Source: an optimization exercise on an open RTL-to-GDS flow (aim: small area, a short achievable clock period and few clock cycles per item). Production flows keep margins and buffers that such runs may drop.
At most, simulation tests tie the RTL to the original design; equivalence was not proved.
The RTL of runs 2 and 4 was laid out without a check of its function.
Power figures rest on the tool's default switching activity, not on a simulated workload.

$ cat flow/flow/run.sh
#!/bin/bash
bash standard.sh 'SETUP_SLACK_MARGIN=6.2' 'MATCH_CELL_FOOTPRINT=0' 'BUFFER_PORTS_ARGS=-buffer_cell sky130_fd_sc_hd__buf_2' 'CTS_BUF_LIST=sky130_fd_sc_hd__clkbuf_8' 'CTS_CLUSTER_SIZE=16' 'CTS_CLUSTER_DIAMETER=60' 'ABC_AREA=1' finish > standard.log 2>&1
$ cat flow/standard.sh
#!/bin/bash
# synth_recipe.tcl (not shown) runs the flow's synth.tcl, then flattens the netlist and writes it again
# the make line also repeats each setting of config.mk as NAME=value (left out here)
make -C /OpenROAD-flow-scripts/flow DESIGN_CONFIG=/design/flow/config.mk WORK_HOME=/design/flow/orfs CLKGATE_MAP_FILE= SYNTH_SCRIPT=/design/flow/synth_recipe.tcl "${@:-finish}"
$ cat flow/config.mk
export PLATFORM = sky130hd
export DESIGN_NAME = lora_rx_decoder
export DESIGN_NICKNAME = lora_rx_decoder
export VERILOG_FILES = /design/flow/design.v
export SDC_FILE = /design/flow/constraint.sdc
export NUM_CORES = 4
export LEC_CHECK = 0
export CAP_MARGIN = 20
export CORE_MARGIN = 2
export CORE_UTILIZATION = 40
export SLEW_MARGIN = 20
$ cat flow/constraint.sdc
create_clock -name core_clock -period 9.0 [get_ports {clk}]
set_input_delay 1.8000 -clock core_clock [delete_from_list [all_inputs] [get_ports {clk}]]
set_output_delay 1.8000 -clock core_clock [all_outputs]
set_load 0.01 [all_outputs]
$ cat flow/design.v
module lora_rx_decoder (
    input  wire        clk,
    input  wire        rst,           
    input  wire        start,
    input  wire [3:0]  cfg_sf,        
    input  wire [3:0]  cfg_ppm,       
    input  wire [2:0]  cfg_rdd,       
    input  wire        cfg_explicit,  
    input  wire        sym_valid,
    output wire        sym_ready,
    input  wire [15:0] sym_data,
    output wire        out_valid,
    input  wire        out_ready,
    output wire [7:0]  out_data
);
    reg  [3:0]  sh;                   
    reg  [3:0]  sf;                   
    reg  [3:0]  pm1;                  
    reg  [2:0]  rdd;
    reg         expl;
    reg         in_v;
    reg  [11:0] in_u;                 
    reg  [11:0] sb [0:7];
    reg  [2:0]  m;                    
    reg  [2:0]  r;                    
    reg         ld_hdr;               
    reg         sb_full;
    reg         first_x;              
    reg  [11:0] cb [0:7];
    reg  [3:0]  j;                    
    reg         cw_v;
    reg         cw_hdr;
    reg         q_v;
    reg  [7:0]  q_cw;
    reg  [3:0]  q_key;
    reg         q_hdr;
    reg         ov;
    reg  [5:0]  od;
    reg  [7:0]  s;
    reg         widx;
    wire [3:0] ppm_eff = (cfg_ppm == 4'd0) ? cfg_sf : cfg_ppm;
    wire a_free  = ~ov | out_ready;
    wire q_adv   = q_v & a_free;
    wire qfree   = ~q_v | q_adv;
    wire take    = cw_v & qfree;
    wire cw_last = (j == pm1);
    wire xfer    = sb_full & (~cw_v | (take & cw_last));
    wire take0   = sb_full & ~cw_v & qfree;
    wire tk      = take | take0;
    wire s1_go   = in_v & (~sb_full | xfer);
    wire [2:0] wl1 = ld_hdr ? 3'd7 : (3'd3 + rdd);    
    wire ld_last = (m == wl1);
    reg  rdy;
    assign sym_ready = rdy;
    wire acc = sym_valid & rdy;
    reg  [11:0] below, pa0, pa1, pa2, pa3, cy;
    integer ci;
    always @* begin
        for (ci = 0; ci < 12; ci = ci + 1)
            below[ci] = (ci + 1 < sh);
        pa0 = sym_data[11:0] | below;
        for (ci = 0; ci < 12; ci = ci + 1) begin
            pa1[ci] = (ci >= 1) ? pa0[ci] & pa0[ci-1] : pa0[ci];
        end
        for (ci = 0; ci < 12; ci = ci + 1) begin
            pa2[ci] = (ci >= 2) ? pa1[ci] & pa1[ci-2] : pa1[ci];
        end
        for (ci = 0; ci < 12; ci = ci + 1) begin
            pa3[ci] = (ci >= 4) ? pa2[ci] & pa2[ci-4] : pa2[ci];
        end
        for (ci = 0; ci < 12; ci = ci + 1) begin
            cy[ci] = (sh != 4'd0) & ~below[ci] &
                     ((ci == 0) ? 1'b1 :
                      (ci - 1 >= 8) ? pa3[ci-1] & pa3[ci-9] : pa3[ci-1]);
        end
    end
    wire [11:0] u_in = sym_data[11:0] ^ cy;
    reg  [11:0] gm;
    always @* for (ci = 0; ci < 12; ci = ci + 1) gm[ci] = (ci + 1 < sf);
    wire [11:0] G     = in_u ^ ({1'b0, in_u[11:1]} & gm);
    wire [4:0]  sa    = {1'b0, sh} + 5'd7 - {2'b0, r};
    wire [18:0] Gx    = {G, 7'd0};
    wire [18:0] A     = Gx >> sa;
    wire [11:0] B     = G >> (sf - {1'b0, r});
    reg  [11:0] rot;
    always @* for (ci = 0; ci < 12; ci = ci + 1) rot[ci] = (ci < r) ? B[ci] : A[ci];
    wire [7:0] cw = {cb[7][j], cb[6][j], cb[5][j], cb[4][j],
                     cb[3][j], cb[2][j], cb[1][j], cb[0][j]};
    wire [7:0] cw0 = {sb[7][0], sb[6][0], sb[5][0], sb[4][0],
                      sb[3][0], sb[2][0], sb[1][0], sb[0][0]};
    wire [7:0] cw_in  = take0 ? cw0 : cw;
    wire       hdr_in = take0 ? first_x : cw_hdr;
    wire use_key = ~(hdr_in & expl & (take0 | (j < 4'd5)));
    wire [3:0] key = widx ? {s[0], s[1], s[2], s[3]} : {s[4], s[5], s[6], s[7]};
    wire [2:0] cur_rdd = q_hdr ? 3'd4 : rdd;
    wire b0 = q_cw[0], b1 = q_cw[1], b2 = q_cw[2], b3 = q_cw[3];
    wire b4 = q_cw[4], b5 = q_cw[5], b6 = q_cw[6], b7 = q_cw[7];
    wire p0 = b0 ^ b1 ^ b2 ^ b4;
    wire p1 = b1 ^ b2 ^ b3 ^ b5;
    wire p2 = b0 ^ b1 ^ b3 ^ b6;
    wire p3 = b0 ^ b2 ^ b3 ^ b7;
    wire [3:0] s84 = {p3, p2, p1, p0};
    wire [2:0] s74 = {p2, p1, p0};
    reg [3:0] flip;
    reg       dec_e, dec_b;
    always @* begin
        flip  = 4'd0;
        dec_e = 1'b0;
        dec_b = 1'b0;
        case (cur_rdd)
            3'd1: dec_e = b4 ^ (b0 ^ b1 ^ b2 ^ b3);
            3'd2: dec_e = (b4 ^ (b0 ^ b1 ^ b2)) | (b5 ^ (b1 ^ b2 ^ b3));
            3'd3: begin
                dec_e = (s74 != 3'd0);
                case (s74)
                    3'd5: flip = 4'h1;
                    3'd7: flip = 4'h2;
                    3'd3: flip = 4'h4;
                    3'd6: flip = 4'h8;
                    default: ;
                endcase
            end
            3'd4: begin
                dec_e = (s84 != 4'd0);
                case (s84)
                    4'hD: flip = 4'h1;
                    4'h7: flip = 4'h2;
                    4'hB: flip = 4'h4;
                    4'hE: flip = 4'h8;
                    4'h0, 4'h1, 4'h2, 4'h4, 4'h8: ;
                    default: dec_b = 1'b1;
                endcase
            end
            default: ;
        endcase
    end
    wire [3:0] dec_d = q_cw[3:0] ^ flip ^ q_key;
    assign out_valid = ov;
    assign out_data  = {2'b00, od};
    integer i;
    always @(posedge clk) begin
        if (acc) begin
            in_u  <= u_in;
        end
        if (s1_go)
            sb[m] <= rot;
        for (i = 0; i < 8; i = i + 1)
            if (xfer)
                cb[i] <= sb[i];
        if (q_adv)
            od <= {dec_b, dec_e, dec_d};
        if (tk) begin
            q_cw  <= cw_in;
            q_key <= use_key ? key : 4'd0;
            q_hdr <= hdr_in;
        end
    end
    wire in_v_n    = acc | (in_v & ~s1_go);
    wire sb_full_n = (s1_go & ld_last) | (sb_full & ~xfer);
    wire cw_v_n    = xfer ? ~(take0 & (pm1 == 4'd0)) : (cw_v & ~(take & cw_last));
    always @(posedge clk) begin
        if (rst | start)
            rdy <= ~rst;
        else
            rdy <= ~in_v_n | ~sb_full_n | ~cw_v_n;
        if (start) begin
            sh   <= (cfg_ppm == 4'd0) ? 4'd0 : cfg_sf - cfg_ppm;
            sf   <= cfg_sf;
            pm1  <= ppm_eff - 4'd1;
            rdd  <= cfg_rdd;
            expl <= cfg_explicit;
        end
        if (rst | start) begin
            in_v    <= 1'b0;
            m       <= 3'd0;
            r       <= 3'd0;
            ld_hdr  <= 1'b1;
            sb_full <= 1'b0;
            first_x <= 1'b1;
            cw_v    <= 1'b0;
            cw_hdr  <= 1'b1;
            j       <= 4'd0;
            ov      <= 1'b0;
            q_v     <= 1'b0;
            s       <= 8'hFF;
            widx    <= 1'b0;
        end else begin
            if (acc)
                in_v <= 1'b1;
            else if (s1_go)
                in_v <= 1'b0;
            if (s1_go) begin
                if (ld_last) begin
                    m      <= 3'd0;
                    r      <= 3'd0;
                    ld_hdr <= 1'b0;
                end else begin
                    m <= m + 3'd1;
                    r <= ({1'b0, r} == pm1) ? 3'd0 : r + 3'd1;
                end
            end
            if (s1_go & ld_last)
                sb_full <= 1'b1;
            else if (xfer)
                sb_full <= 1'b0;
            if (xfer) begin
                cw_v    <= ~(take0 & (pm1 == 4'd0));
                cw_hdr  <= first_x;
                first_x <= 1'b0;
                j       <= take0 ? 4'd1 : 4'd0;
            end else if (take) begin
                if (cw_last)
                    cw_v <= 1'b0;
                j <= j + 4'd1;
            end
            if (a_free)
                ov <= q_adv;
            if (tk)
                q_v <= 1'b1;
            else if (q_adv)
                q_v <= 1'b0;
            if (tk & use_key) begin
                if (widx)
                    s <= {s[0] ^ s[2] ^ s[3] ^ s[4], s[7:1]};
                widx <= ~widx;
            end
        end
    end
endmodule
==> results of run 1 <==
==> through the flow <==
step / area [sq um] / std cells / power, mW / utilization / hold WS [ns]
after CTS: 14200 / 1636 / 2.75 / 0.466 / 0.412
after floorplan: 12500 / 1164 / 1.78 / - / 0.400
after global routing: 14700 / 1662 / 2.98 / 0.481 / 0.417
after detailed placement: 13100 / 1563 / 1.95 / 0.429 / 0.405
after global placement: 13100 / 1563 / 1.94 / 0.429 / 0.401
final: 14700 / 1662 / 2.84 / 0.481 / 0.411
==> metal layers <==
metal  part of all wire  up-vias  wire length (microns)
li1                   -     4203                      -
met1               0.42     4157                  12400
met2               0.51      213                  14700
met3              0.047       53                   1380
met4              0.023        0                    684
met5                  0        -                      0
==> how the worst min path moves through the flow <==
stage                                   start                  end  slack, ns
final                     sb[5][11]$_DFFE_PP_  cb[5][11]$_DFFE_PN_       0.41
after global placement    sb[6][10]$_DFFE_PP_  cb[6][10]$_DFFE_PN_       0.40
after floorplan           sb[0][10]$_DFFE_PP_  cb[0][10]$_DFFE_PN_       0.40
after CTS                 sb[5][11]$_DFFE_PP_  cb[5][11]$_DFFE_PN_       0.41
after global routing       sb[5][9]$_DFFE_PP_   cb[5][9]$_DFFE_PN_       0.42
after detailed placement   sb[0][2]$_DFFE_PP_   cb[0][2]$_DFFE_PN_       0.40
==> final cells by class <==
cell class                      count  area, sq um  area share
Timing Repair inverter              2         12.5    0.000854
Timing Repair Buffer               98          987      0.0674
Sequential cell                   267         7750       0.529
Inverter                          114          487      0.0332
Tap cell                          396          495      0.0338
Multi-Input combinational cell    744         4450       0.304
Clock inverter                     17          135     0.00922
Clock buffer                       24          330      0.0225
==> cell usage in the layout, fill, tap and decap left out, types with 5 or more instances in the layout <==
| cell type | count |
|---|---|
| edfxtp_1 | 239 |
| nand2_1 | 196 |
| nor2_1 | 107 |
| inv_1 | 104 |
| nand3_1 | 100 |
| o21ai_0 | 68 |
| a21oi_1 | 41 |
| buf_2 | 33 |
| xor2_1 | 31 |
| buf_4 | 31 |
| clkbuf_8 | 24 |
| dfxtp_1 | 23 |
| o22ai_1 | 18 |
| ha_1 | 18 |
| xnor2_1 | 17 |
| buf_12 | 15 |
| o211ai_1 | 14 |
| buf_6 | 13 |
| nand3_2 | 12 |
| nor2_4 | 12 |
| nand4_1 | 10 |
| nand2_2 | 10 |
| inv_2 | 9 |
| nor3_1 | 8 |
| o221ai_1 | 8 |
| clkinvlp_4 | 7 |
| o21ai_1 | 7 |
| nand3_4 | 5 |
==> sequential cells by signal, indices dropped and copies added (netlist names), 3 cells and up <==
name and count:
m 3, j 4, sb 96, s 8, rdd 3, in_u 12
r 3, q_cw 8, od 6, sh 4, sf 4, q_key 4
pm1 4, cb 96
==> cell families (layout without fill, tap and decap cells) <==
logic type,after synthesis,count (layout),synth area share
AOI/OAI and AO/OA,181,181,0.0860
xor gates and xnor gates,53,53,0.0401
adders and majority gates,25,25,0.0272
buffers and inverters,153,255,0.0490
DFF,267,267,0.628
other,1,2,0.000304
and+or+nand+nor,483,483,0.169
==> power breakdown <==
part	internal (mW)	switching [mW]	leakage (nW)
registers	1.43	0.0176	2.41
clock network	0.291	0.419	0.274
logic	0.252	0.430	2.85
==> timing repair <==
item,4_1_cts,5_1_grt
pin swaps,20,21
cloned,7,1
setup endpoints to repair,336,201
resized for setup,60,48
hold buffers,0,0
buffers inserted,25,25
==> Yosys cell counts (8+ instances only) <==
library cell  instances  area, sq um
nand2_1             211          792
o22ai_1              19          119
buf_2                11         55.1
o221ai_1              8         70.1
inv_1               107          402
nor2_1              118          443
edfxtp_1            239         7180
xnor2_1              17          149
nor3_1                9         45.0
dfxtp_1              28          561
clkbuf_1             24         90.1
nand3_1             114          571
o21ai_1               8         40.0
nand4_1              10         62.6
o211ai_1             14          105
a21oi_1              43          215
ha_1                 22          275
o21ai_0              68          340
xor2_1               32          280
==> qor.yml, run 1 <==
critical_path:
  critPathLaunchType: "flip-flop"
  slowest_delay_ns: 0.38
  worstRegToRegCells: 13
  path_buf_inv: 1
  end_kind: "output pin"
  critPathLaunch: "od[3]$_DFFE_PP_"
  arrival_ns: 1.10
  slowest_stage: "edfxtp_1"
  r2r-end: "sb[7][1]$_DFFE_PP_"
  required_ns: 7.20
  crit_end: "out_data[3]"
  r2r_start: "sh[1]$_SDFFCE_PN0P_"
  worstPathCellList: "buf_2"
  cp.depth: 1
  rrSetupSlack_ns: 6.14
  cp_top_family: "flip-flops"
  crit_fanout: 1
  path_class: "flip-flop to output pin"
sta:
  skew_ns: 0.0239
  rsz0062_at_grt: "true"
  setup_violations: 0
  fin_crit_ns: 2.90
  tns_ns: 0
  finalCritPeriodShare: 0.323
  setup_ws_ns: 6.10
  slew_headroom: 0.320
  final_hold_viol_count: 0
  max_freq_ghz: 0.345
  drv_slew: 0
  tightest_slew_ns: 1.02
global_route:
  grt_max_degree: 54
  grt_pass1_vias: 8602
  top_usage_layer: "met2"
  grt_overflow_total: 0
  grt_util_met1: 0.232
  grt_pass1_wl_microns: 46000
  grt_use_met3: 0.0219
  grt_usage: 0.180
  met2_usage: 0.320
  grt_antenna_before_repair: 0
synthesis:
  post_synth_num_cell_types: 51
  synth.cell_area_sq_um: 12300
  ys_ff_latch: 267
  synthCells: 1163
  synth_enable_flop_cells: 239
  syn_avg_cell_area_sq_um: 10.6
  yosysSeqAreaShare: 0.628
  synth-main-ff-cell: "edfxtp_1"
  ys_warn_count: 2
  async_reset_ff_frac: 0
die:
  start_util: 0.405
  die_w_microns: 179
  ioPinCount: 43
  die_y_microns: 179
  core_area_sq_um: 30400
  die_area_sq_um: 32200
  rows: 64
outcome:
  status: "finished clean"
cells_and_area:
  drive_gt1_frac: 0.182
  n_fill_cell: 2784
  nets: 1308
  area_growth_pct: 18.9
  num_antenna_cells: 0
clocking:
  cts_root_buffer: "clkbuf_8"
  clk_pin_slew_ns: 0.10
  cts_tree: "built"
  cts_buffers: 23
  clock_sinks: 267
  cts_buffer_depth: 3
  clk_latency_ns: 0.57
  htreeDepth: 1
pwr:
  ir_worst_vdd_uv: 129
  leakagePower_nw: 5.53
  cellPowerDensity_nw_per_um2: 194
drt:
  first_iter_violations: 719
  drc: 0
  wire_per_inst_microns: 17.5
  ant_nets: 0
  routed_wl_microns: 29200
  dr.pass1.iters: 5
  vias: 8626
  vias_per_cell: 5.19
place:
  place_congestion: 0.875
  dp_slack_ns: 4.56
  io_buffers: 36
  hpwl_microns: 18400
worst_hold_path:
  worstHoldPathType: "flip-flop to flip-flop"
  min_path_cells: 0
job:
  drv_cap: 0
Testbench counts, summed over its fixed seeds: cycles 7,995, bytes 6,173.
==> run 2, diff against run 1 <==
--- a/flow/design.v
+++ b/flow/design.v
@@ -48,5 +48,5 @@
     wire take0   = sb_full & ~cw_v & qfree;
     wire tk      = take | take0;
-    wire s1_go   = in_v & (~sb_full | xfer);
+    wire s1_go   = in_v & (~sb_full | ~cw_v);
     wire [2:0] wl1 = ld_hdr ? 3'd7 : (3'd3 + rdd);    
     wire ld_last = (m == wl1);
==> run 2 against run 1 <==
Flip-flop and latch count stayed put. Maximum frequency is 0.84% higher. Combinational power is 0.9% lower. First-iteration DRC count is 2.2% higher. Critical path depth stayed put. Register-to-register slack better by 0.10 ns. Worst hold slack worse by 0.011 ns. Still clean.
==> qor.yml, run 2 <==
outcome:
  status: "finished clean"
synthesis:
  synth_adder_area_share: 0.0273
  synth-simple-area-share: 0.169
  synth_mux_area_frac: 0
  yosysTopAreaCell: "edfxtp_1"
  async_reset_ff_frac: 0
  syn_avg_cell_area_sq_um: 10.5
  post_synth_num_cell_types: 48
  synth_area_leaders: "edfxtp_1 58%, nand2_1 6.7%, dfxtp_1 4.6%"
  yosysSeqAreaShare: 0.630
  synth-main-ff-cell: "edfxtp_1"
  synthXorXnorAreaFrac: 0.0362
  synth_top_area_share: 0.584
  ys_ff_latch: 267
  synthCells: 1166
  synth_compound_area_frac: 0.0906
  synth_enable_flop_cells: 239
  ys_warn_count: 2
  synth.most_common_cell: "edfxtp_1"
  netlist_top_cells_count: "239 x edfxtp_1, 218 x nand2_1, 121 x nor2_1"
  synth_top_family_by_area: "simple AND/OR/NAND/NOR gates"
  synth.cell_area_sq_um: 12300
die:
  rows: 64
  die_y_microns: 179
  die_area_sq_um: 32100
  die_w_microns: 179
  core_area_sq_um: 30400
  ioPinCount: 43
  start_util: 0.404
critical_path:
  critPathLaunchType: "flip-flop"
  slowest_delay_ns: 0.37
  path_class: "flip-flop to output pin"
  crit_fanout: 1
  r2r_start: "sh[1]$_SDFFCE_PN0P_"
  path_buf_inv: 1
  worstPathCellList: "buf_2"
  arrival_ns: 1.08
  cp_top_family: "flip-flops"
  slowest_stage: "edfxtp_1"
  required_ns: 7.20
  critPathLaunch: "od[2]$_DFFE_PP_"
  end_kind: "output pin"
pwr:
  p_total_mw: 2.87
  ir_worst_vdd_uv: 90.8
  leakagePower_nw: 5.42
  cellPowerDensity_nw_per_um2: 198
worst_hold_path:
  worstHoldPathType: "flip-flop to flip-flop"
  min_from: "sb[1][6]$_DFFE_PP_"
global_route:
  grt_antenna_before_repair: 0
  grt_pass1_wl_microns: 43800
  grt_usage: 0.177
  grt_max_degree: 51
  grt_pass1_vias: 8226
  grt_overflow_total: 0
clocking:
  cts_root_buffer: "clkbuf_8"
  cts_hold_buf: 0
  cts_tree: "built"
  clock_sinks: 267
  cts_buffers: 23
  cts_buffer_depth: 3
  clk_latency_ns: 0.57
  clk_pin_slew_ns: 0.09
  htreeDepth: 1
drt:
  dr.pass1.iters: 7
  wl_met2_microns: 14100
  top_layer_used: "met4"
  wire_per_inst_microns: 17.2
  drc: 0
  m1WireLength_microns: 12300
  ant_nets: 0
  wl_met3_microns: 1560
  vias: 8825
  vias_per_cell: 5.29
  first_iter_violations: 735
  routed_wl_microns: 28800
sta:
  rsz0062_at_grt: "true"
  drv_slew: 0
  tns_ns: 0
  slew_headroom: 0.496
  tightest_slew_ns: 0.756
  holdWs_ns: 0.399
  setup_violations: 0
  max_freq_ghz: 0.347
  skew_ns: 0.0317
  final_hold_viol_count: 0
  finalCritPeriodShare: 0.320
  fin_crit_ns: 2.88
place:
  hpwl_microns: 18200
  placed_cell_area_sq_um: 13000
  io_buffers: 36
  place_congestion: 0.875
cells_and_area:
  final_common_cell: "edfxtp_1"
  mostFrequentLayoutCells: "239 x edfxtp_1, 205 x nand2_1, 108 x nor2_1"
  stdcell_area_sq_um: 14400
  drive_gt1_frac: 0.189
  num_antenna_cells: 0
  top_regs: "cb: 96 flops, sb: 96 flops, in_u: 12 flops"
  nets: 1320
  area_growth_pct: 17.6
job:
  drv_cap: 0
-- run 2: changes by cell type in the layout (fill, tap and decap cells not counted), sizes merged, moves of 3 or more --
cell      before  now
a211oi         4    7
a21oi         45   51
clkinv         4    9
clkinvlp       8   16
inv          120  107
nand2        213  222
nand3        117  102
nand4         10   14
o21ai         77   80
xor2          35   26
-- run 2: per-layer routing --
layer,track usage,vias to the layer above
li1,-,4237
met1,0.235,4261
met2,0.305,272
met3,0.0216,55
met4,0.0477,0
met5,0,-
-- run 2: where the power goes --
part           internal (mW)  leakage, nW  switching, mW
Combinational          0.250         2.76          0.426
Clock                  0.334        0.248          0.406
Sequential              1.43         2.41         0.0163
-- run 2: metrics by stage --
step | std cells | utilization | setup WS (ns)
2_1_floorplan | 1167 | - | 4.92
3_3_place_gp | 1573 | 0.427 | 4.55
3_5_place_dp | 1573 | 0.427 | 4.51
4_1_cts | 1640 | 0.462 | 6.07
5_1_grt | 1668 | 0.475 | 6.05
6_report | 1668 | 0.475 | 6.12
-- run 2: timing repair --
action                                  4_1_cts  5_1_grt
setup buffers                                25       26
pin swaps                                    12       22
gates cloned                                  7        2
endpoints found under the setup margin      249      195
resized for setup                            68       43
-- run 2: kinds of logic after synthesis --
kind of cell	after synthesis
fa+ha+maj	25
simple gates	486
compound gates	191
buf+inv	150
other cells	1
xor+xnor	46
flops	267
-- run 2: layout make-up --
type / count / area (sq um)
Multi-Input combinational cell: 750 / 4350
Timing Repair inverter: 6 / 40.0
Clock buffer: 23 / 317
Inverter: 117 / 519
Timing Repair Buffer: 97 / 812
Sequential cell: 267 / 7750
Tap cell: 396 / 495
Clock inverter: 12 / 163
Fill cell: 2797 / 16000
-- run 2: final timing paths --
check	endpoint	slack, ns	depth (start not counted)
max	out_data[2]	6.12	1
min	cb[1][6]$_DFFE_PN_	0.40	0
min reg2reg	cb[1][6]$_DFFE_PN_	0.40	0
max reg2reg	sb[1][5]$_DFFE_PP_	6.24	11
==> run 3, diff against run 2 <==
--- a/flow/design.v
+++ b/flow/design.v
@@ -48,5 +48,5 @@
     wire take0   = sb_full & ~cw_v & qfree;
     wire tk      = take | take0;
-    wire s1_go   = in_v & (~sb_full | ~cw_v);
+    wire s1_go   = in_v & (~sb_full | xfer);
     wire [2:0] wl1 = ld_hdr ? 3'd7 : (3'd3 + rdd);    
     wire ld_last = (m == wl1);
==> flow/flow/run.sh (replaced) <==
#!/bin/bash
bash standard.sh 'SETUP_SLACK_MARGIN=6.0' 'MATCH_CELL_FOOTPRINT=0' 'BUFFER_PORTS_ARGS=-buffer_cell sky130_fd_sc_hd__buf_2' 'CTS_BUF_LIST=sky130_fd_sc_hd__clkbuf_8' 'CTS_CLUSTER_SIZE=16' 'CTS_CLUSTER_DIAMETER=60' 'ABC_AREA=1' finish > standard.log 2>&1
==> run 3 against run 2 <==
Still clean on timing, DRC and antenna. Worst setup slack got worse by 0.050 ns. Via count shrank 5.9%. First-iteration DRC count is 32% lower. Sequential share of layout area grew 2.1 points. Non-clock buffer count down 42. Utilization decreased by 1.8 points. Highest routed layer unchanged.
==> qor.yml, run 3 <==
sta:
  rsz0062_at_grt: "false"
  slew_headroom: 0.297
  max_freq_ghz: 0.342
  finalCritPeriodShare: 0.325
  skew_ns: 0.0440
  setup_violations: 0
  fin_crit_ns: 2.93
  drv_slew: 0
  tns_ns: 0
  holdWs_ns: 0.397
  final_hold_viol_count: 0
  tightest_slew_ns: 1.05
outcome:
  status: "finished clean"
drt:
  routed_wl_microns: 27100
  wire_per_inst_microns: 16.8
  ant_nets: 0
  vias: 8303
  drc: 0
  dr.pass1.iters: 5
  vias_per_cell: 5.13
  first_iter_violations: 501
cells_and_area:
  drive_gt1_frac: 0.127
  area_growth_pct: 12.8
  fin_util: 0.457
  top_regs: "cb: 96 flops, sb: 96 flops, in_u: 12 flops"
  n_fill_cell: 2818
  nets: 1265
  fin_cells: 1617
  final_common_cell: "edfxtp_1"
  mostFrequentLayoutCells: "239 x edfxtp_1, 203 x nand2_1, 111 x nand3_1"
  num_antenna_cells: 0
clocking:
  cts_buffer_depth: 3
  htreeDepth: 1
  cts_root_buffer: "clkbuf_8"
  clock_sinks: 267
  clk_pin_slew_ns: 0.09
  cts_tree: "built"
  clk_latency_ns: 0.58
  cts_hold_buf: 0
  cts_buffers: 24
global_route:
  grt_usage: 0.168
  grt_pass1_vias: 8276
  grt_overflow_total: 0
  grt_pass1_wl_microns: 43400
  grt_max_degree: 68
  grt_antenna_before_repair: 0
critical_path:
  arrival_ns: 3.33
  critPathLaunchType: "flip-flop"
  crit_fanout: 8
  path_class: "flip-flop to flip-flop"
  required_ns: 9.40
  end_kind: "flip-flop"
synthesis:
  syn_avg_cell_area_sq_um: 10.6
  synthCells: 1163
  synth_compound_area_frac: 0.0860
  synth_top_family_by_area: "simple AND/OR/NAND/NOR gates"
  synth_enable_flop_cells: 239
  post_synth_num_cell_types: 51
  netlist_top_cells_count: "239 x edfxtp_1, 211 x nand2_1, 118 x nor2_1"
  synth.most_common_cell: "edfxtp_1"
  yosysTopAreaCell: "edfxtp_1"
  synth_mux_area_frac: 0
  async_reset_ff_frac: 0
  synth-simple-area-share: 0.169
  synthXorXnorAreaFrac: 0.0401
  synth_adder_area_share: 0.0272
  synth.cell_area_sq_um: 12300
  synth_area_leaders: "edfxtp_1 58%, nand2_1 6.4%, nand3_1 4.6%"
  synth_top_area_share: 0.583
  yosysSeqAreaShare: 0.628
  synth-main-ff-cell: "edfxtp_1"
  ys_warn_count: 2
  ys_ff_latch: 267
die:
  die_w_microns: 179
  ioPinCount: 43
  die_y_microns: 179
  core_area_sq_um: 30400
  die_area_sq_um: 32200
  start_util: 0.405
  rows: 64
pwr:
  leakagePower_nw: 5.21
  ir_worst_vdd_uv: 96.3
  cellPowerDensity_nw_per_um2: 195
place:
  place_congestion: 0.882
  place_inst: 1563
  io_buffers: 36
  hpwl_microns: 17900
worst_hold_path:
  worstHoldPathType: "flip-flop to flip-flop"
job:
  drv_cap: 0
run 3: report_power, final:
| group | switching, mW | total [mW] | leakage (nW) | internal [mW] |
|---|---|---|---|---|
| clock | 0.417 | 0.708 | 0.251 | 0.291 |
| sequential | 0.0173 | 1.45 | 2.41 | 1.43 |
| combinational | 0.379 | 0.554 | 2.55 | 0.175 |
| total | 0.813 | 2.71 | 5.21 | 1.90 |
run 3: final cells by class:
class / instances / area, sq um / area share
inverter: 114 / 473 / 0.0340
multi-input combinational: 744 / 4280 / 0.308
timing repair buffer: 55 / 433 / 0.0311
clock buffer: 24 / 330 / 0.0238
sequential: 267 / 7740 / 0.557
timing repair inverter: 1 / 7.51 / 0.000540
tap: 396 / 495 / 0.0357
clock inverter: 16 / 138 / 0.00990
run 3: layer usage:
layer	wire length, microns	track usage	vias to the layer above
li1	-	-	4120
met1	11700	0.218	3946
met2	13500	0.297	193
met3	1210	0.0199	44
met4	741	0.0485	0
met5	0	0	-
run 3: stage by stage:
stage               area [sq um]  power (mW)  worst slack, ns
global route               13900        2.84             6.00
finish                     13900        2.71             6.07
floorplan                  12500        1.77             4.92
detailed placement         13000        1.94             4.64
CTS                        13800        2.71             5.81
global placement           13000        1.93             4.67
run 3: path summary, 6_finish.rpt:
path                                    startpoint                  to  slack (ns)  cells past startpoint
worst min-delay path            sb[3][1]$_DFFE_PP_  cb[3][1]$_DFFE_PN_        0.40                      0
worst max-delay path             r[1]$_SDFFE_PP0P_  sb[1][2]$_DFFE_PP_        6.07                     11
worst max register to register   r[1]$_SDFFE_PP0P_  sb[1][2]$_DFFE_PP_        6.07                     11
worst min register to register  sb[3][1]$_DFFE_PP_  cb[3][1]$_DFFE_PN_        0.40                      0
run 3: cells by family (layout without fill, tap and decap cells):
group / Yosys count / in the layout
AO/OA/AOI/OAI: 181 / 181
XOR/XNOR: 53 / 53
adder cells (fa/ha/maj): 25 / 25
buffers and inverters: 153 / 210
flip-flops: 267 / 267
other: 1 / 2
AND/OR/NAND/NOR: 483 / 483
run 3: timing repair:
item,4_1_cts,5_1_grt
endpoints found under the setup margin,228,241
gates cloned,1,0
buffers inserted,9,4
pin swaps,7,6
gates resized for setup,28,19
run 3: critical path, stage by stage (launching register included):
cell and delay (ns):
dfxtp_4 0.39, inv_1 0.12, ha_1 0.31, ha_2 0.21
inv_1 0.07, fa_2 0.62, clkinvlp_4 0.21, nor3_1 0.32
a21o_1 0.17, inv_1 0.06, a21oi_4 0.14, buf_12 0.16
Testbench counts of run 3, summed over its fixed seeds: cycles 7,995, bytes 6,173.
==> run 4, diff against run 3 <==
--- a/flow/design.v
+++ b/flow/design.v
@@ -48,5 +48,5 @@
     wire take0   = sb_full & ~cw_v & qfree;
     wire tk      = take | take0;
-    wire s1_go   = in_v & (~sb_full | xfer);
+    wire s1_go   = in_v & (~sb_full | ~cw_v);
     wire [2:0] wl1 = ld_hdr ? 3'd7 : (3'd3 + rdd);    
     wire ld_last = (m == wl1);
==> run 4 against run 3 <==
Clock power down 6.8%. Flip-flop and latch count did not move. First-iteration DRC count grew 6.4%. Utilization is essentially flat. Non-clock buffer count rose by 19. Worst hold slack got worse by 0.0036 ns. Final area hardly changed. Wire length down 0.20%. Maximum frequency increased by 0.76%. Worst setup slack better by 0.022 ns. Largest power group unchanged.
==> qor.yml, run 4 <==
pwr:
  p_total_mw: 2.69
  ir_worst_vdd_uv: 118
  leakagePower_nw: 5.26
  cellPowerDensity_nw_per_um2: 194
critical_path:
  slowest_stage: "buf_12"
  worstPathCellList: "buf_2 > clkinv_16 > nand3_4 > nand2_4 > nor2_1 > nand2_1 > nand2_1 > nand2_4 > clkinvlp_4 > buf_12"
  slowest_delay_ns: 0.26
  r2r_start: "sh[1]$_SDFFCE_PN0P_"
  r2r-end: "sb[1][5]$_DFFE_PP_"
  critPathLaunch: "out_ready"
  worstRegToRegCells: 12
  arrival_ns: 3.14
  required_ns: 9.23
  end_kind: "flip-flop"
  critPathLaunchType: "input pin"
  rrSetupSlack_ns: 6.14
  crit_end: "cb[4][8]$_DFFE_PN_"
  path_class: "input pin to flip-flop"
  crit_fanout: 49
synthesis:
  async_reset_ff_frac: 0
  synth_top_area_share: 0.584
  yosysTopAreaCell: "edfxtp_1"
  yosysSeqAreaShare: 0.630
  syn_avg_cell_area_sq_um: 10.5
  synth.cell_area_sq_um: 12300
  ys_warn_count: 2
  synth_enable_flop_cells: 239
  synth.most_common_cell: "edfxtp_1"
  synth-main-ff-cell: "edfxtp_1"
  synthCells: 1166
  post_synth_num_cell_types: 48
  ys_ff_latch: 267
  synth_area_leaders: "edfxtp_1 58%, nand2_1 6.7%, dfxtp_1 4.6%"
  netlist_top_cells_count: "239 x edfxtp_1, 218 x nand2_1, 121 x nor2_1"
sta:
  setup_violations: 0
  final_hold_viol_count: 0
  tns_ns: 0
  setup_ws_ns: 6.09
  holdWs_ns: 0.394
  tightest_slew_ns: 1.06
  drv_slew: 0
  slew_headroom: 0.292
  max_freq_ghz: 0.344
  finalCritPeriodShare: 0.323
  rsz0062_at_grt: "false"
  fin_crit_ns: 2.91
  skew_ns: 0.0500
global_route:
  grt_antenna_before_repair: 0
  grt_overflow_total: 0
  grt_pass1_vias: 8091
  grt_max_degree: 52
  grt_usage: 0.171
  grt_pass1_wl_microns: 42900
cells_and_area:
  num_antenna_cells: 0
  nets: 1294
  fin_util: 0.456
  stdcell_area_sq_um: 13900
  mostFrequentLayoutCells: "239 x edfxtp_1, 213 x nand2_1, 114 x nor2_1"
  drive_gt1_frac: 0.140
  n_fill_cell: 2857
  fin_cells: 1647
  area_growth_pct: 13.1
  final_common_cell: "edfxtp_1"
  top_regs: "cb: 96 flops, sb: 96 flops, in_u: 12 flops"
die:
  ioPinCount: 43
  core_area_sq_um: 30400
  die_w_microns: 179
  die_area_sq_um: 32100
  die_y_microns: 179
  start_util: 0.404
  rows: 64
place:
  place_inst: 1573
  hpwl_microns: 18200
  place_congestion: 0.901
  io_buffers: 36
  placed_cell_area_sq_um: 13000
  dp_slack_ns: 4.58
drt:
  wire_per_inst_microns: 16.4
  ant_nets: 0
  routed_wl_microns: 27000
  vias: 8436
  dr.pass1.iters: 5
  first_iter_violations: 533
  drc: 0
  vias_per_cell: 5.12
clocking:
  cts_tree: "built"
  clk_latency_ns: 0.57
  clock_sinks: 267
  cts_buffers: 23
  htreeDepth: 1
  cts_hold_buf: 0
  cts_root_buffer: "clkbuf_8"
  cts_buffer_depth: 3
  clk_pin_slew_ns: 0.10
job:
  drv_cap: 0
worst_hold_path:
  worstHoldPathType: "flip-flop to flip-flop"
outcome:
  status: "finished clean"
==> run 4: power breakdown <==
| group | internal, mW | switching, mW |
|---|---|---|
| clock | 0.253 | 0.408 |
| combinational | 0.200 | 0.379 |
| sequential | 1.43 | 0.0159 |
| total | 1.89 | 0.803 |
==> run 4: cell families after synthesis <==
kind of cell / share of synthesized area
flip-flops: 0.630
AND/OR/NAND/NOR: 0.169
adder cells (fa/ha/maj): 0.0273
XOR/XNOR: 0.0362
other: 0.000305
AO/OA/AOI/OAI: 0.0906
buffers and inverters: 0.0471
==> run 4: repair_timing <==
| action | in CTS | in global routing |
|---|---|---|
| hold endpoints to repair | 0 | 0 |
| endpoints found under the setup margin | 227 | 199 |
| setup buffers | 13 | 18 |
| gates resized for setup | 37 | 15 |
| cloned | 3 | 0 |
| pin swaps | 6 | 2 |
==> run 4: critical path, delay by kind of cell <==
kind / cells / cell delay, ns
buffers and inverters: 4 / 0.68
and+or+nand+nor: 6 / 0.62
==> run 4: area by class of cell <==
class	instances	area, sq um	share of cell area
Clock inverter	17	108	0.00775
Clock buffer	23	317	0.0228
Inverter	117	493	0.0355
Tap cell	396	495	0.0357
Timing Repair inverter	3	22.5	0.00162
Multi-Input combinational cell	750	4190	0.302
Sequential cell	267	7750	0.558
Timing Repair Buffer	74	519	0.0374
==> run 4: worst min path at each step <==
| stage | startpoint | end | depth (start not counted) |
|---|---|---|---|
| 6_report | sb[3][3]$_DFFE_PP_ | cb[3][3]$_DFFE_PN_ | 0 |
| 5_1_grt | sb[3][3]$_DFFE_PP_ | cb[3][3]$_DFFE_PN_ | 0 |
| 4_1_cts | sb[1][8]$_DFFE_PP_ | cb[1][8]$_DFFE_PN_ | 0 |
| 3_5_place_dp | sb[0][1]$_DFFE_PP_ | cb[0][1]$_DFFE_PN_ | 0 |
| 3_3_place_gp | sb[4][1]$_DFFE_PP_ | cb[4][1]$_DFFE_PN_ | 0 |
| 2_1_floorplan | sb[0][10]$_DFFE_PP_ | cb[0][10]$_DFFE_PN_ | 0 |
==> run 4: per-layer routing <==
layer | share of wire | vias up | track usage
li1 | - | 4192 | -
met1 | 0.43 | 3954 | 0.215
met2 | 0.48 | 227 | 0.299
met3 | 0.046 | 63 | 0.0271
met4 | 0.037 | 0 | 0.0618
met5 | 0 | - | 0
==> run 5, diff against run 4 <==
--- a/flow/design.v
+++ b/flow/design.v
@@ -45,8 +45,8 @@
     wire take    = cw_v & qfree;
     wire cw_last = (j == pm1);
-    wire xfer    = sb_full & (~cw_v | (take & cw_last));
-    wire take0   = sb_full & ~cw_v & qfree;
+    wire xfer    = sb_full & ~cw_v;
+    wire take0   = xfer & qfree;
     wire tk      = take | take0;
-    wire s1_go   = in_v & (~sb_full | ~cw_v);
+    wire s1_go   = in_v & (~sb_full | xfer);
     wire [2:0] wl1 = ld_hdr ? 3'd7 : (3'd3 + rdd);    
     wire ld_last = (m == wl1);
==> run 5 against run 4 <==
Still clean on timing, DRC and antenna. Cell count decreased by 0.73%. Total power increased by 1.2%. Die area increased by 0.53%. Clock skew decreased by 0.014 ns. Sequential power about the same. Critical endpoint is now out_valid. Largest power group unchanged. Highest routed layer unchanged.
==> qor.yml, run 5 <==
drt:
  wire_per_inst_microns: 16.5
  drc: 0
  routed_wl_microns: 27000
  vias: 8349
  ant_nets: 0
  first_iter_violations: 625
  dr.pass1.iters: 7
  vias_per_cell: 5.11
synthesis:
  synth-main-ff-cell: "edfxtp_1"
  netlist_top_cells_count: "239 x edfxtp_1, 218 x nand2_1, 119 x nand3_1"
  synth.most_common_cell: "edfxtp_1"
  post_synth_num_cell_types: 53
  synth_area_leaders: "edfxtp_1 58%, nand2_1 6.6%, nand3_1 4.8%"
  async_reset_ff_frac: 0
  synthCells: 1169
  yosysSeqAreaShare: 0.627
  ys_warn_count: 2
  synth.cell_area_sq_um: 12300
  syn_avg_cell_area_sq_um: 10.6
  yosysTopAreaCell: "edfxtp_1"
  synth_top_area_share: 0.581
  synth_enable_flop_cells: 239
  ys_ff_latch: 267
sta:
  slew_headroom: 0.300
  setup_violations: 0
  finalCritPeriodShare: 0.325
  rsz0062_at_grt: "false"
  fin_crit_ns: 2.92
  drv_slew: 0
  skew_ns: 0.0362
  max_freq_ghz: 0.342
  final_hold_viol_count: 0
  tns_ns: 0
  tightest_slew_ns: 1.05
  setup_ws_ns: 6.08
critical_path:
  slowest_stage: "dfxtp_1"
  cp_top_family: "flip-flops"
  required_ns: 7.20
  end_kind: "output pin"
  slowest_delay_ns: 0.39
  path_class: "flip-flop to output pin"
  worstPathCellList: "buf_2"
  path_buf_inv: 1
  critPathLaunchType: "flip-flop"
  crit_fanout: 4
  arrival_ns: 1.12
clocking:
  htreeDepth: 1
  cts_buffer_depth: 3
  clock_sinks: 267
  cts_root_buffer: "clkbuf_8"
  cts_hold_buf: 0
  cts_tree: "built"
  clk_pin_slew_ns: 0.09
  cts_buffers: 25
  clk_latency_ns: 0.58
place:
  placed_cell_area_sq_um: 13000
  io_buffers: 36
  hpwl_microns: 18400
  dp_slack_ns: 4.84
  place_congestion: 0.859
die:
  die_y_microns: 180
  die_area_sq_um: 32300
  die_w_microns: 180
  ioPinCount: 43
  start_util: 0.405
  core_area_sq_um: 30500
  rows: 64
pwr:
  cellPowerDensity_nw_per_um2: 197
  ir_worst_vdd_uv: 102
  p_total_mw: 2.72
  leakagePower_nw: 5.21
cells_and_area:
  nets: 1278
  num_antenna_cells: 0
  multi_input_area_sq_um: 4180
  mostFrequentLayoutCells: "239 x edfxtp_1, 214 x nand2_1, 119 x nand3_1"
  area_growth_pct: 11.6
  stdcell_area_sq_um: 13800
  final_common_cell: "edfxtp_1"
  top_regs: "cb: 96 flops, sb: 96 flops, in_u: 12 flops"
  drive_gt1_frac: 0.131
  ff_latch_area_sq_um: 7740
  n_fill_cell: 2824
global_route:
  grt_max_degree: 54
  grt_overflow_total: 0
  grt_pass1_vias: 8347
  grt_antenna_before_repair: 0
  grt_pass1_wl_microns: 43500
  grt_usage: 0.168
worst_hold_path:
  worstHoldPathType: "flip-flop to flip-flop"
outcome:
  status: "finished clean"
job:
  drv_cap: 0
-- run 5: cell types whose count changed after synthesis, sizes merged, moves of 5 or more --
| cell | previous run | this run |
|---|---|---|
| buf | 9 | 17 |
| o21ai | 80 | 74 |
| nand3 | 102 | 120 |
| clkinv | 7 | 2 |
| xor2 | 26 | 34 |
| nor2 | 125 | 119 |
-- run 5: area by class of cell --
type,count,share of cell area
clock buffers,26,0.0260
clock inverters,20,0.0109
inverters,113,0.0320
multi-input cells,750,0.303
flip-flops and latches,267,0.562
well taps,396,0.0360
repair buffers,62,0.0300
repair inverters,1,0.000363
-- run 5: kinds of logic (layout without fill, tap and decap cells) --
| logic type | after synthesis | after routing | synth area share |
|---|---|---|---|
| flip-flops | 267 | 267 | 0.627 |
| buffers and inverters | 153 | 222 | 0.0493 |
| AND/OR/NAND/NOR | 493 | 493 | 0.173 |
| other | 1 | 2 | 0.000304 |
| XOR/XNOR | 51 | 51 | 0.0380 |
| AO/OA/AOI/OAI | 179 | 179 | 0.0857 |
| adder cells (fa/ha/maj) | 25 | 25 | 0.0272 |
-- run 5: layer usage --
metal | vias to the layer above | track usage | wire length, microns
li1 | 4149 | - | -
met1 | 3975 | 0.210 | 11500
met2 | 179 | 0.304 | 13600
met3 | 46 | 0.0221 | 1250
met4 | 0 | 0.0475 | 624
met5 | - | 0 | 0
-- run 5: per-stage QoR --
step,hold WS (ns),utilization,instances
final,0.405,0.452,1635
after global routing,0.405,0.452,1635
after global placement,0.400,0.425,1573
after detailed placement,0.405,0.425,1573
after CTS,0.398,0.448,1629
after floorplan,0.400,-,1170
-- run 5: power by group --
part	switching (mW)	leakage (nW)	total, mW	internal, mW
Clock	0.437	0.281	0.728	0.291
Combinational	0.364	2.53	0.543	0.179
Sequential	0.0178	2.41	1.45	1.43
Total	0.819	5.21	2.72	1.90
-- run 5: what timing repair did --
item,4_1_cts,5_1_grt
setup buffers,9,6
endpoints found under the setup margin,96,89
pin swaps,5,4
resized for setup,18,14
cloned,1,0
-- run 5: worst paths after layout --
kind | start | to | slack, ns | depth (start not counted)
worst min register to register | sb[3][2]$_DFFE_PP_ | cb[3][2]$_DFFE_PP_ | 0.41 | 0
worst max register to register | r[1]$_SDFFE_PP0P_ | sb[2][8]$_DFFE_PP_ | 6.15 | 12
worst max-delay path | ov$_SDFFE_PP0P_ | out_valid | 6.08 | 1
worst min-delay path | sb[3][2]$_DFFE_PP_ | cb[3][2]$_DFFE_PP_ | 0.41 | 0
Testbench counts of run 5, summed over its fixed seeds: cycles 7,995, bytes 6,173.
==> run 6, diff against run 5 <==
==> flow/flow/run.sh (replaced) <==
#!/bin/bash
bash standard.sh 'SETUP_SLACK_MARGIN=5.8' 'MATCH_CELL_FOOTPRINT=0' 'BUFFER_PORTS_ARGS=-buffer_cell sky130_fd_sc_hd__buf_2' 'CTS_BUF_LIST=sky130_fd_sc_hd__clkbuf_8' 'CTS_CLUSTER_SIZE=16' 'CTS_CLUSTER_DIAMETER=60' 'ABC_AREA=1' finish > standard.log 2>&1
==> run 6 against run 5 <==
Still clean on timing, DRC and antenna. Worst setup slack worse by 0.086 ns. Largest cell class unchanged. Non-clock buffer count down 15. Cell count down 0.92%. Sequential power about the same. Critical path type is now flip-flop to flip-flop. Utilization down 0.56 points. Global-route usage up 0.19 points. Largest power group unchanged.
==> qor.yml, run 6 <==
outcome:
  status: "finished clean"
critical_path:
  critPathLaunchType: "flip-flop"
  arrival_ns: 3.37
  path_class: "flip-flop to flip-flop"
  end_kind: "flip-flop"
  r2r-end: "sb[5][0]$_DFFE_PP_"
  crit_fanout: 14
  r2r_start: "r[1]$_SDFFE_PP0P_"
  crit_end: "sb[5][0]$_DFFE_PP_"
  worstRegToRegCells: 12
  critPathLaunch: "r[1]$_SDFFE_PP0P_"
  required_ns: 9.36
  rrSetupSlack_ns: 5.99
synthesis:
  synthCells: 1169
  synth_enable_flop_cells: 239
  synthXorXnorAreaFrac: 0.0380
  synth_mux_area_frac: 0
  synth-simple-area-share: 0.173
  synth.most_common_cell: "edfxtp_1"
  post_synth_num_cell_types: 53
  yosysSeqAreaShare: 0.627
  ys_warn_count: 2
  synth_compound_area_frac: 0.0857
  async_reset_ff_frac: 0
  synth.cell_area_sq_um: 12300
  synth-main-ff-cell: "edfxtp_1"
  netlist_top_cells_count: "239 x edfxtp_1, 218 x nand2_1, 119 x nand3_1"
  synth_top_area_share: 0.581
  yosysTopAreaCell: "edfxtp_1"
  ys_ff_latch: 267
  syn_avg_cell_area_sq_um: 10.6
  synth_adder_area_share: 0.0272
  synth_top_family_by_area: "simple AND/OR/NAND/NOR gates"
  synth_area_leaders: "edfxtp_1 58%, nand2_1 6.6%, nand3_1 4.8%"
die:
  die_w_microns: 180
  rows: 64
  ioPinCount: 43
  core_area_sq_um: 30500
  die_y_microns: 180
  die_area_sq_um: 32300
  start_util: 0.405
drt:
  first_iter_violations: 760
  routed_wl_microns: 27600
  vias_per_cell: 5.14
  wire_per_inst_microns: 17.0
  ant_nets: 0
  dr.pass1.iters: 9
  drc: 0
  vias: 8321
cells_and_area:
  num_antenna_cells: 0
  drive_gt1_frac: 0.118
  fin_util: 0.446
  top_regs: "cb: 96 flops, sb: 96 flops, in_u: 12 flops"
  n_fill_cell: 2897
  area_growth_pct: 10.2
  mostFrequentLayoutCells: "239 x edfxtp_1, 215 x nand2_1, 119 x nand3_1"
  final_common_cell: "edfxtp_1"
  nets: 1263
  stdcell_area_sq_um: 13600
place:
  hpwl_microns: 18600
  place_congestion: 0.844
  placed_cell_area_sq_um: 12900
  dp_slack_ns: 4.94
  io_buffers: 36
global_route:
  grt_usage: 0.170
  grt_overflow_total: 0
  grt_pass1_wl_microns: 43600
  grt_pass1_vias: 8157
  grt_max_degree: 64
  grt_antenna_before_repair: 0
pwr:
  cellPowerDensity_nw_per_um2: 200
  ir_worst_vdd_uv: 108
  switchingPower_uw: 822
  p_comb_frac: 0.178
  share_seq_of_total_power: 0.532
  clockPowerShare: 0.290
  p_sw_frac: 0.301
  p_int_mw: 1.91
  leakagePower_nw: 5.16
clocking:
  clk_latency_ns: 0.58
  clock_sinks: 267
  htreeDepth: 1
  clk_pin_slew_ns: 0.10
  cts_buffers: 26
  cts_root_buffer: "clkbuf_8"
  cts_tree: "built"
  cts_buffer_depth: 3
  cts_hold_buf: 0
sta:
  skew_ns: 0.0306
  drv_slew: 0
  max_freq_ghz: 0.332
  rsz0062_at_grt: "true"
  tightest_slew_ns: 1.10
  setup_violations: 0
  slew_headroom: 0.266
  setup_ws_ns: 5.99
  final_hold_viol_count: 0
  tns_ns: 0
  finalCritPeriodShare: 0.335
  fin_crit_ns: 3.01
job:
  drv_cap: 0
worst_hold_path:
  worstHoldPathType: "flip-flop to flip-flop"
  min_path_cells: 0
[run 6: cell count changes in the layout (fill, tap and decap cells not counted), moves of 2 or more]
| cell | before | now |
|---|---|---|
| buf_12 | 3 | 0 |
| buf_4 | 23 | 11 |
| clkbuf_8 | 26 | 28 |
| clkinv_2 | 0 | 3 |
| clkinv_4 | 1 | 4 |
| clkinvlp_4 | 5 | 1 |
| nand2_2 | 6 | 8 |
| nand2_4 | 3 | 1 |
[run 6: repair_timing]
action,CTS,global route
gates resized for setup,14,7
endpoints found under the setup margin,96,88
setup buffers,1,0
pin swaps,0,1
[run 6: power groups by stage]
| stage | Clock, mW | Combinational [mW] | Sequential (mW) |
|---|---|---|---|
| 4_1_cts | 0.814 | 0.471 | 1.45 |
| 5_1_grt | 0.863 | 0.543 | 1.45 |
| 3_5_place_dp | 0 | 0.444 | 1.48 |
| 2_1_floorplan | 0 | 0.297 | 1.47 |
| 3_3_place_gp | 0 | 0.437 | 1.48 |
| 6_report | 0.791 | 0.487 | 1.45 |
[run 6: layout make-up]
type	count	area [sq um]	share of cell area
well taps	396	495	0.0364
multi-input cells	750	4120	0.303
clock inverters	19	176	0.0130
repair buffers	47	263	0.0193
inverters	113	430	0.0316
clock buffers	28	385	0.0283
flip-flops and latches	267	7740	0.569
[run 6: how the worst min path moves through the flow]
stage / end / start / slack [ns]
finish: cb[5][3]$_DFFE_PP_ / sb[5][3]$_DFFE_PP_ / 0.41
global route: cb[5][3]$_DFFE_PP_ / sb[5][3]$_DFFE_PP_ / 0.41
CTS: cb[3][3]$_DFFE_PP_ / sb[3][3]$_DFFE_PP_ / 0.41
detailed placement: cb[0][2]$_DFFE_PP_ / sb[0][2]$_DFFE_PP_ / 0.40
global placement: cb[2][2]$_DFFE_PP_ / sb[2][2]$_DFFE_PP_ / 0.40
floorplan: cb[0][10]$_DFFE_PP_ / sb[0][10]$_DFFE_PP_ / 0.40
[run 6: critical path, stage by stage, from the launching register on]
cell     delay, ns
dfxtp_2       0.45
inv_1         0.14
ha_1          0.30
ha_2          0.18
inv_1         0.05
fa_2          0.38
xor2_4        0.27
inv_2         0.22
nor2_4        0.21
nand3_1       0.11
nand2_1       0.10
nand2_1       0.09
a21oi_4       0.30
[run 6: routing by layer]
layer	GRT usage	wire [microns]	vias up
met1	0.217	12200	3995
met4	0.0563	871	0
li1	-	-	4128
met5	0	0	-
met2	0.298	13500	142
met3	0.0215	908	56
[run 6: cell families (layout without fill, tap and decap cells)]
| kind of cell | after synthesis | after routing |
|---|---|---|
| flip-flops | 267 | 267 |
| AO/OA/AOI/OAI | 179 | 179 |
| adder cells (fa/ha/maj) | 25 | 25 |
| XOR/XNOR | 51 | 51 |
| AND/OR/NAND/NOR | 493 | 493 |
| other | 1 | 2 |
| buffers and inverters | 153 | 207 |
[run 6: per-stage QoR]
stage	total power, mW	hold WS [ns]	instances
after floorplan	1.77	0.400	1170
after global placement	1.92	0.401	1572
after detailed placement	1.92	0.405	1572
after CTS	2.74	0.413	1620
after global routing	2.86	0.409	1620
final	2.73	0.409	1620
==> run 7, diff against run 6 <==
==> flow/flow/run.sh (replaced) <==
#!/bin/bash
bash standard.sh 'SETUP_SLACK_MARGIN=6.1' 'MATCH_CELL_FOOTPRINT=0' 'BUFFER_PORTS_ARGS=-buffer_cell sky130_fd_sc_hd__buf_1' 'CTS_BUF_LIST=sky130_fd_sc_hd__clkbuf_8' 'CTS_CLUSTER_SIZE=16' 'CTS_CLUSTER_DIAMETER=60' 'ABC_AREA=1' finish > standard.log 2>&1
==> run 7 against run 6 <==
Final area up 1.1%. Die area is the same. First-iteration DRC count shrank 1.1%. Flip-flop and latch count unchanged. Clock skew up 0.013 ns. Utilization rose by 0.50 points. Non-clock buffer count up 13. Critical path depth fell by 11. Maximum frequency is 3.0% higher. Clock power decreased by about 10%. Largest cell class unchanged.
==> qor.yml, run 7 <==
sta:
  max_freq_ghz: 0.342
  finalCritPeriodShare: 0.325
  tightest_slew_ns: 1.10
  skew_ns: 0.0434
  drv_slew: 0
  tns_ns: 0
  rsz0062_at_grt: "true"
  final_hold_viol_count: 0
  fin_crit_ns: 2.92
  slew_headroom: 0.265
  setup_violations: 0
synthesis:
  post_synth_num_cell_types: 53
  synth_top_area_share: 0.581
  yosysSeqAreaShare: 0.627
  synth-main-ff-cell: "edfxtp_1"
  synthCells: 1169
  synth.most_common_cell: "edfxtp_1"
  netlist_top_cells_count: "239 x edfxtp_1, 218 x nand2_1, 119 x nand3_1"
  synth_enable_flop_cells: 239
  synth_area_leaders: "edfxtp_1 58%, nand2_1 6.6%, nand3_1 4.8%"
  synth.cell_area_sq_um: 12300
  yosysTopAreaCell: "edfxtp_1"
  ys_ff_latch: 267
  ys_warn_count: 2
  async_reset_ff_frac: 0
  syn_avg_cell_area_sq_um: 10.6
die:
  die_area_sq_um: 32300
  start_util: 0.405
  ioPinCount: 43
  rows: 64
  die_w_microns: 180
  die_y_microns: 180
  core_area_sq_um: 30500
drt:
  drc: 0
  vias_per_cell: 5.17
  first_iter_violations: 752
  dr.pass1.iters: 5
  routed_wl_microns: 27200
  vias: 8422
  wire_per_inst_microns: 16.7
  ant_nets: 0
critical_path:
  required_ns: 7.20
  critPathLaunchType: "flip-flop"
  arrival_ns: 1.12
  slowest_delay_ns: 0.41
  worstPathCellList: "clkbuf_2"
  cp_top_family: "flip-flops"
  crit_fanout: 1
  end_kind: "output pin"
  slowest_stage: "edfxtp_1"
  path_buf_inv: 1
  path_class: "flip-flop to output pin"
global_route:
  met2_usage: 0.295
  grt_antenna_before_repair: 0
  grt_pass1_vias: 8309
  grt_overflow_total: 0
  grt_pass1_wl_microns: 43700
  top_usage_layer: "met2"
  grt_util_met1: 0.221
  grt_max_degree: 68
  grt_usage: 0.169
  grt_use_met3: 0.0205
clocking:
  cts_tree: "built"
  cts_buffers: 24
  clk_pin_slew_ns: 0.09
  clk_latency_ns: 0.57
  htreeDepth: 1
  cts_buffer_depth: 3
  cts_root_buffer: "clkbuf_8"
  clock_sinks: 267
  cts_hold_buf: 0
pwr:
  cellPowerDensity_nw_per_um2: 197
  ir_worst_vdd_uv: 101
  leakagePower_nw: 5.14
outcome:
  status: "finished clean"
cells_and_area:
  drive_gt1_frac: 0.108
  num_antenna_cells: 0
  area_growth_pct: 11.5
  mostFrequentLayoutCells: "239 x edfxtp_1, 214 x nand2_1, 118 x nand3_1"
  final_common_cell: "edfxtp_1"
  top_regs: "cb: 96 flops, sb: 96 flops, in_u: 12 flops"
  n_fill_cell: 2870
  nets: 1274
  fin_util: 0.451
  stdcell_area_sq_um: 13800
place:
  place_congestion: 0.855
  hpwl_microns: 18300
  placed_cell_area_sq_um: 12900
  io_buffers: 36
worst_hold_path:
  worstHoldPathType: "flip-flop to flip-flop"
job:
  drv_cap: 0
[run 7: repair_timing]
item,in CTS,in global routing
gates resized for setup,40,12
setup endpoints to repair,104,97
pin swaps,7,4
hold endpoints to repair,0,0
buffers inserted,9,6
[run 7: power breakdown]
| group | leakage [nW] | total (mW) | internal, mW | switching [mW] |
|---|---|---|---|---|
| logic | 2.46 | 0.552 | 0.178 | 0.374 |
| clock network | 0.273 | 0.709 | 0.294 | 0.416 |
| registers | 2.41 | 1.45 | 1.43 | 0.0152 |
| total | 5.14 | 2.71 | 1.90 | 0.804 |
[run 7: cells by family after synthesis]
logic type	after synthesis	synth area share
other	1	0.000304
and+or+nand+nor	493	0.173
adders and majority gates	25	0.0272
AOI/OAI and AO/OA	179	0.0857
xor gates and xnor gates	51	0.0380
DFF	267	0.627
buffers and inverters	153	0.0493
[run 7: worst register-to-register path: cells and delay by family, from the launching register on]
family | cells | cell delay (ns)
compound gates | 2 | 0.33
fa+ha+maj | 2 | 0.97
buf+inv | 6 | 0.78
flops | 1 | 0.38
simple gates | 1 | 0.19
[run 7: final timing paths]
check	cells after the start	slack, ns	startpoint	to
min	0	0.40	sb[3][2]$_DFFE_PP_	cb[3][2]$_DFFE_PP_
max	1	6.08	od[5]$_SDFFCE_PP0P_	out_data[5]
max reg2reg	11	6.19	r[2]$_SDFFE_PP0P_	sb[3][2]$_DFFE_PP_
min reg2reg	0	0.40	sb[3][2]$_DFFE_PP_	cb[3][2]$_DFFE_PP_
[run 7: per-stage QoR]
| stage | hold slack [ns] | worst slack (ns) | instances | power (mW) |
|---|---|---|---|---|
| 2_1_floorplan | 0.400 | 5.95 | 1170 | 1.77 |
| 3_3_place_gp | 0.400 | 4.90 | 1570 | 1.92 |
| 3_5_place_dp | 0.405 | 4.86 | 1570 | 1.93 |
| 4_1_cts | 0.379 | 6.01 | 1623 | 2.71 |
| 5_1_grt | 0.400 | 6.01 | 1630 | 2.85 |
| 6_report | 0.397 | 6.08 | 1630 | 2.71 |
[run 7: layout make-up]
cell class              instances  area (sq um)  area share
multi-input cells             750          4230       0.307
well taps                     396           495      0.0360
clock inverters                20           148      0.0107
flip-flops and latches        267          7750       0.563
repair buffers                 60           369      0.0268
inverters                     113           443      0.0322
clock buffers                  24           330      0.0240
[run 7: per-layer routing]
metal  vias to the layer above  part of all wire  wire, microns
met5                         -                 0              0
met4                         0             0.028            762
met3                        44             0.034            923
met2                       171              0.50          13500
met1                      4052              0.44          12000
li1                       4155                 -              -
==> run 8, diff against run 7 <==
==> flow/flow/run.sh (replaced) <==
#!/bin/bash
bash standard.sh 'SETUP_SLACK_MARGIN=6.0' 'MATCH_CELL_FOOTPRINT=0' 'BUFFER_PORTS_ARGS=-buffer_cell sky130_fd_sc_hd__buf_2' 'CTS_BUF_LIST=sky130_fd_sc_hd__clkbuf_8' 'CTS_CLUSTER_SIZE=16' 'CTS_CLUSTER_DIAMETER=60' 'ABC_AREA=1' 'PLACE_DENSITY=0.7' finish > standard.log 2>&1
==> run 8 against run 7 <==
Worst setup slack better by 0.051 ns. Still clean on timing, DRC and antenna. Flip-flop and latch count is the same. Critical path depth grew 12. Area after synthesis unchanged. Wire length fell by 0.58%.
==> qor.yml, run 8 <==
outcome:
  status: "finished clean"
synthesis:
  yosysSeqAreaShare: 0.627
  post_synth_num_cell_types: 53
  ys_ff_latch: 267
  synth.cell_area_sq_um: 12300
  syn_avg_cell_area_sq_um: 10.6
  synthCells: 1169
  synth-main-ff-cell: "edfxtp_1"
  netlist_top_cells_count: "239 x edfxtp_1, 218 x nand2_1, 119 x nand3_1"
  synth_top_area_share: 0.581
  synth.most_common_cell: "edfxtp_1"
  async_reset_ff_frac: 0
  synth_enable_flop_cells: 239
  yosysTopAreaCell: "edfxtp_1"
  synth_area_leaders: "edfxtp_1 58%, nand2_1 6.6%, nand3_1 4.8%"
  ys_warn_count: 2
pwr:
  p_int_mw: 1.83
  cellPowerDensity_nw_per_um2: 192
  switchingPower_uw: 775
  clockPowerShare: 0.241
  p_comb_frac: 0.204
  p_total_mw: 2.61
  p_sw_frac: 0.297
  leakagePower_nw: 5.11
  ir_worst_vdd_uv: 134
  share_seq_of_total_power: 0.555
clocking:
  cts_buffers: 22
  clk_latency_ns: 0.55
  cts_buffer_depth: 3
  clock_sinks: 267
  cts_hold_buf: 0
  cts_tree: "built"
  cts_root_buffer: "clkbuf_8"
  clk_pin_slew_ns: 0.10
  htreeDepth: 1
sta:
  fin_crit_ns: 2.87
  rsz0062_at_grt: "false"
  holdWs_ns: 0.412
  max_freq_ghz: 0.348
  slew_headroom: 0.322
  finalCritPeriodShare: 0.319
  tns_ns: 0
  setup_ws_ns: 6.13
  setup_violations: 0
  drv_slew: 0
  final_hold_viol_count: 0
  skew_ns: 0.0174
  tightest_slew_ns: 1.01
critical_path:
  slowest_stage: "nand2_4"
  worstPathCellList: "buf_2 > inv_1 > nand3_1 > nand2_4 > inv_4 > nand2_2 > o21ai_1 > nand2_1 > nand2_2 > nor2_4 > inv_2 > nand2_1 > o211ai_1"
  end_kind: "flip-flop"
  path_buf_inv: 4
  cp.depth: 13
  required_ns: 9.41
  slowest_delay_ns: 0.26
  cp_top_family: "simple AND/OR/NAND/NOR gates"
  rrSetupSlack_ns: 6.13
  crit_fanout: 12
  path_class: "input pin to flip-flop"
  arrival_ns: 3.29
  critPathLaunchType: "input pin"
  worstRegToRegCells: 12
worst_hold_path:
  min_path_cells: 0
  worstHoldPathType: "flip-flop to flip-flop"
die:
  start_util: 0.405
  die_area_sq_um: 32300
  rows: 64
  core_area_sq_um: 30500
  die_w_microns: 180
  ioPinCount: 43
  die_y_microns: 180
cells_and_area:
  num_antenna_cells: 0
  area_growth_pct: 9.97
  multi_input_area_sq_um: 4170
  nets: 1266
  ff_latch_area_sq_um: 7740
  n_fill_cell: 2810
  mostFrequentLayoutCells: "239 x edfxtp_1, 214 x nand2_1, 119 x nand3_1"
  fin_cells: 1617
  final_common_cell: "edfxtp_1"
  top_regs: "cb: 96 flops, sb: 96 flops, in_u: 12 flops"
  drive_gt1_frac: 0.120
place:
  hpwl_microns: 18400
  place_congestion: 0.894
  dp_slack_ns: 4.89
  place_inst: 1570
  io_buffers: 36
drt:
  vias_per_cell: 5.22
  ant_nets: 0
  vias: 8446
  drc: 0
  first_iter_violations: 622
  routed_wl_microns: 27000
  dr.pass1.iters: 5
  wire_per_inst_microns: 16.7
global_route:
  grt_pass1_wl_microns: 42400
  grt_overflow_total: 0
  grt_antenna_before_repair: 0
  grt_pass1_vias: 8177
  grt_usage: 0.164
  grt_max_degree: 91
job:
  drv_cap: 0
==> run 8: cells by family after synthesis <==
family,share of synthesized area
xor+xnor,0.0380
simple gates,0.173
buf+inv,0.0493
compound gates,0.0857
other cells,0.000304
fa+ha+maj,0.0272
flops,0.627
==> run 8: worst register-to-register path: stages, from the launching register on <==
cell and delay [ns]:
dfxtp_4 0.41, inv_1 0.11, ha_1 0.33, ha_4 0.15, inv_1 0.05, fa_2 0.39, xor2_4 0.25, inv_4 0.14
nor2_2 0.16, inv_1 0.07, o21ai_0 0.19, inv_1 0.10, a21oi_4 0.29
==> run 8: final timing paths <==
check	from	endpoint
hold reg to reg	sb[3][2]$_DFFE_PP_	cb[3][2]$_DFFE_PP_
hold / removal	sb[3][2]$_DFFE_PP_	cb[3][2]$_DFFE_PP_
setup reg to reg	r[1]$_SDFFE_PP0P_	sb[6][0]$_DFFE_PP_
setup / recovery	out_ready	s[2]$_SDFFE_PP1P_
==> run 8: power by group through the flow <==
stage	logic (mW)	registers, mW	clock network, mW
after global placement	0.439	1.48	0
final	0.533	1.45	0.629
after floorplan	0.297	1.47	0
after global routing	0.584	1.45	0.692
after detailed placement	0.448	1.48	0
after CTS	0.493	1.45	0.645
==> run 8: per-stage QoR <==
stage          utilization  cell area (sq um)
6_report             0.445              13600
5_1_grt              0.445              13600
3_3_place_gp         0.424              12900
2_1_floorplan            -              12400
3_5_place_dp         0.424              12900
4_1_cts              0.441              13400
==> run 8: cell type report <==
class                      instances  share of cell area
sequential                       267               0.570
multi-input combinational        750               0.307
tap                              396              0.0365
inverter                         113              0.0324
timing repair buffer              54              0.0253
clock buffer                      22              0.0223
clock inverter                    15             0.00617
==> run 8: metal layers <==
metal	part of all wire	GRT usage	wire length, microns	vias to the layer above
met2	0.49	0.281	13300	254
met1	0.42	0.208	11300	3999
met4	0.037	0.0676	1010	0
met3	0.052	0.0245	1410	67
li1	-	-	-	4126
met5	0	0	0	-
==> run 8: timing repair <==
item                                    CTS  global route
buffers inserted                          4             5
pin swaps                                 2             4
endpoints found under the setup margin  108            80
gates resized for setup                  17            16

[static timing again, ports no longer ideal]
Ports are ideal in the flow. The routed layouts listed here were re-timed in OpenROAD.
Step 1 (the two cells are an assumption about what drives the block):
set clk [get_ports {clk}]
set_driving_cell -lib_cell sky130_fd_sc_hd__clkbuf_16 $clk
set_driving_cell -lib_cell sky130_fd_sc_hd__buf_2 [delete_from_list [all_inputs] $clk]
Step 2, shift: input delay + t, output delay - t, t = (earliest + latest rising clock arrival at the registers) / 2. This alone moves slack from input paths to output paths.
a / b / c = no drivers / after step 1 / after step 2; a / b = the first two.
| run | t, ns | slack for setup (ns) | worst setup path at the end |
|---|---|---|---|
| run 1 | 0.607 | 6.097 / 6.053 / 5.552 | input to register |
| run 2 | 0.602 | 6.122 / 6.077 / 5.685 | input to register |
| run 3 | 0.605 | 6.072 / 6.044 / 5.497 | input to register |
| run 4 | 0.585 | 6.094 / 6.083 / 5.526 | input to register |
| run 5 | 0.607 | 6.075 / 6.033 / 5.624 | input to register |
| run 6 | 0.611 | 5.989 / 5.989 / 5.478 | input to register |
| run 7 | 0.595 | 6.076 / 6.032 / 5.644 | input to register |
| run 8 | 0.594 | 6.127 / 6.079 / 5.563 | input to register |
After both steps setup and hold are still met in every run listed. For run 3, which loses most, drivers alone change the setup slack by -0.028 ns; drivers and shift together by -0.575 ns.
